This is an optimization exercise on Yosys and OpenROAD, whose aim is small area, not a production implementation. In this exercise RTL edits were held to simulation tests only and were not proved equivalent to the original.

Setup of alpha:
## pisb_sense
module pisb_sense (
    input  wire        clk,
    input  wire        rst,
    input  wire        start,
    input  wire [11:0] raw,
    output wire        ready,
    output wire        done,
    output wire [31:0] v,
    output wire [31:0] rawc,
    output reg  [31:0] filtc,
    output wire [31:0] filtf,
    output wire        led,
    output reg  [5:0]  cursor,
    output reg         filled
);
    localparam [27:0] Y_C    = 28'h0D33333 << 3;   
    localparam [27:0] Y_V0   = 28'h0A05BC0 << 3;   
    localparam [27:0] Y_V01  = 28'h0502DE0 << 3;   
    localparam [27:0] Y_V02  = 28'h02816F0 << 3;   
    localparam [27:0] Y_S    = 28'h089A027 << 3;   
    localparam [27:0] Y_5    = 28'h0A00000 << 3;   
    localparam [4:0] S_IDLE  = 5'd0,
                     S_WAITQ = 5'd1,
                     S_MUL0  = 5'd2,
                     S_MUL   = 5'd3,
                     S_NR    = 5'd4,
                     S_OVF   = 5'd5,
                     S_ALV   = 5'd6,
                     S_NEG   = 5'd7,
                     S_DIV   = 5'd8,
                     S_QLD   = 5'd9,
                     S_ADD0  = 5'd10,
                     S_ALN   = 5'd11,
                     S_STORE = 5'd12,
                     S_FC0   = 5'd13,
                     S_FC1   = 5'd14,
                     S_FCST  = 5'd15,
                     S_X90   = 5'd16,
                     S_DONE  = 5'd17,
                     S_PARK  = 5'd18,
                     S_VW    = 5'd19,
                     S_SWAP  = 5'd20;
    localparam [2:0] G_V   = 3'd0,    
                     G_D   = 3'd1,    
                     G_Q   = 3'd2,    
                     G_S   = 3'd3,    
                     G_FC  = 3'd4,    
                     G_X9  = 3'd5,    
                     G_F5  = 3'd6,    
  ...
Settings: LEC_CHECK=0, CAP_MARGIN=20, CORE_MARGIN=2, CORE_UTILIZATION=70, CTS_CLUSTER_DIAMETER=100, CTS_CLUSTER_SIZE=25, SLEW_MARGIN=20; clock period 25.0 ns.
standard.sh (not shown) runs the stock make flow with config.mk's settings and CLKGATE_MAP_FILE= SYNTH_SCRIPT=/design/flow/synth_recipe.tcl, a recipe that flattens the netlist after the stock synthesis.
==> flow/flow/run.sh <==
#!/bin/bash
# Layout flow: the standard ORFS flow (standard.sh) with three changes.
#  1. Synthesis maps the logic with an area-oriented ABC script
#     (flow/abc_area.script).  ORFS's scripts folder is copied and only its
#     abc_speed.script is replaced; the yosys passes, the registers, the
#     flattening and renaming of synth_recipe.tcl stay as they are, and all
#     later steps run the same ORFS scripts.
#  2. Input and output ports are buffered with the smallest buffer cell
#     (sky130_fd_sc_hd__buf_1).
#  3. Clock tree synthesis clusters up to 25 sinks within 100 um per leaf
#     buffer and inserts no dummy loads.
# The make output goes to layout.log; each ORFS step keeps its own log
# under orfs/logs/.
set -euo pipefail
cd "$(dirname "$0")/.."
WORK="$PWD"
rm -rf "$WORK/scripts_area"
cp -r "$FLOW_HOME/scripts" "$WORK/scripts_area"
cp "$WORK/flow/abc_area.script" "$WORK/scripts_area/abc_speed.script"
export BUFFER_PORTS_ARGS="-buffer_cell sky130_fd_sc_hd__buf_1"
export CTS_ARGS="-sink_clustering_enable -repair_clock_nets -sink_clustering_size 25 -sink_clustering_max_diameter 100 -dont_use_dummy_load"
bash standard.sh SCRIPTS_DIR="$WORK/scripts_area" "${1:-finish}" > layout.log 2>&1
==> flow/flow/abc_area.script <==
&get -n
&st
&dch
&nf -a -p -C 32 -F 8 -A 8 -R 1000
&st
&syn2
&if -g -K 6
&synch2
&nf -a -p -C 32 -F 8 -A 8 -R 1000
&st
&dch -f
&nf -a -p -C 32 -F 8 -A 8 -R 1000
&st
&syn2
&dch -f
&nf -a -p -C 32 -F 8 -A 8 -R 1000
&st
&dch -f
&nf -a -p -C 32 -F 8 -A 8 -R 1000
&st
&syn4
&dch -f
&nf -a -p -C 32 -F 8 -A 8 -R 1000
&st
&syn4
&dch -f
&nf -a -p -C 32 -F 8 -A 8 -R 1000
&st
&syn4
&dch -f
&nf -a -p -C 32 -F 8 -A 8 -R 1000
&put
alpha | stages: all done | timing, DRC, antenna: all pass
Input-level comparison between beta and alpha:
- CTS_CLUSTER_SIZE changed from 25 to 27
diff --git a/flow/flow/run.sh b/flow/flow/run.sh
--- a/flow/flow/run.sh
+++ b/flow/flow/run.sh
@@ -9,3 +9,3 @@
 #     (sky130_fd_sc_hd__buf_1).
-#  3. Clock tree synthesis clusters up to 25 sinks within 100 um per leaf
+#  3. Clock tree synthesis clusters up to 27 sinks within 100 um per leaf
 #     buffer and inserts no dummy loads.
@@ -20,3 +20,3 @@
 export BUFFER_PORTS_ARGS="-buffer_cell sky130_fd_sc_hd__buf_1"
-export CTS_ARGS="-sink_clustering_enable -repair_clock_nets -sink_clustering_size 25 -sink_clustering_max_diameter 100 -dont_use_dummy_load"
+export CTS_ARGS="-sink_clustering_enable -repair_clock_nets -sink_clustering_size 27 -sink_clustering_max_diameter 100 -dont_use_dummy_load"
 bash standard.sh SCRIPTS_DIR="$WORK/scripts_area" "${1:-finish}" > layout.log 2>&1
## What came out
beta reached the end of the flow, and the finished layout is clean on the timing, design-rule and antenna checks.
Data arrival at the endpoint of the critical path in beta is 0.05 ns lower than in alpha
beta vs. alpha: wire length of the first global-routing pass rose by about 1.5%; register-to-register slack rose by 0.04 ns.
Looking at uppermost layer routed, the met5 result is from alpha; the met4 one comes from beta.

## static timing again, ports no longer ideal
Ports are ideal in the flow. The routed layouts listed here were re-timed in OpenROAD.
Step 1 sets driving cells, clkbuf_16 on the clock port and buf_2 on the other inputs (assumed; they add their load-dependent delay and slew).
Step 2 adds t to the input delays and takes it off the output delays; t is the mean of the earliest and latest rising clock arrival at the registers after step 1. Input paths then give back, and output paths get back, about the clock's delay inside the block.
Three values: ideal ports, drivers, drivers and shift; two values: the first two.
| run | t, ns | setup slack, ns | worst register clock-pin slew, ns |
|---|---|---|---|
| alpha | 0.637 | 4.776 / 4.776 / 4.776 | 0.11 / 0.11 |
| beta | 0.626 | 4.814 / 4.814 / 4.814 | 0.11 / 0.11 |
After both steps every run listed still meets setup and hold.
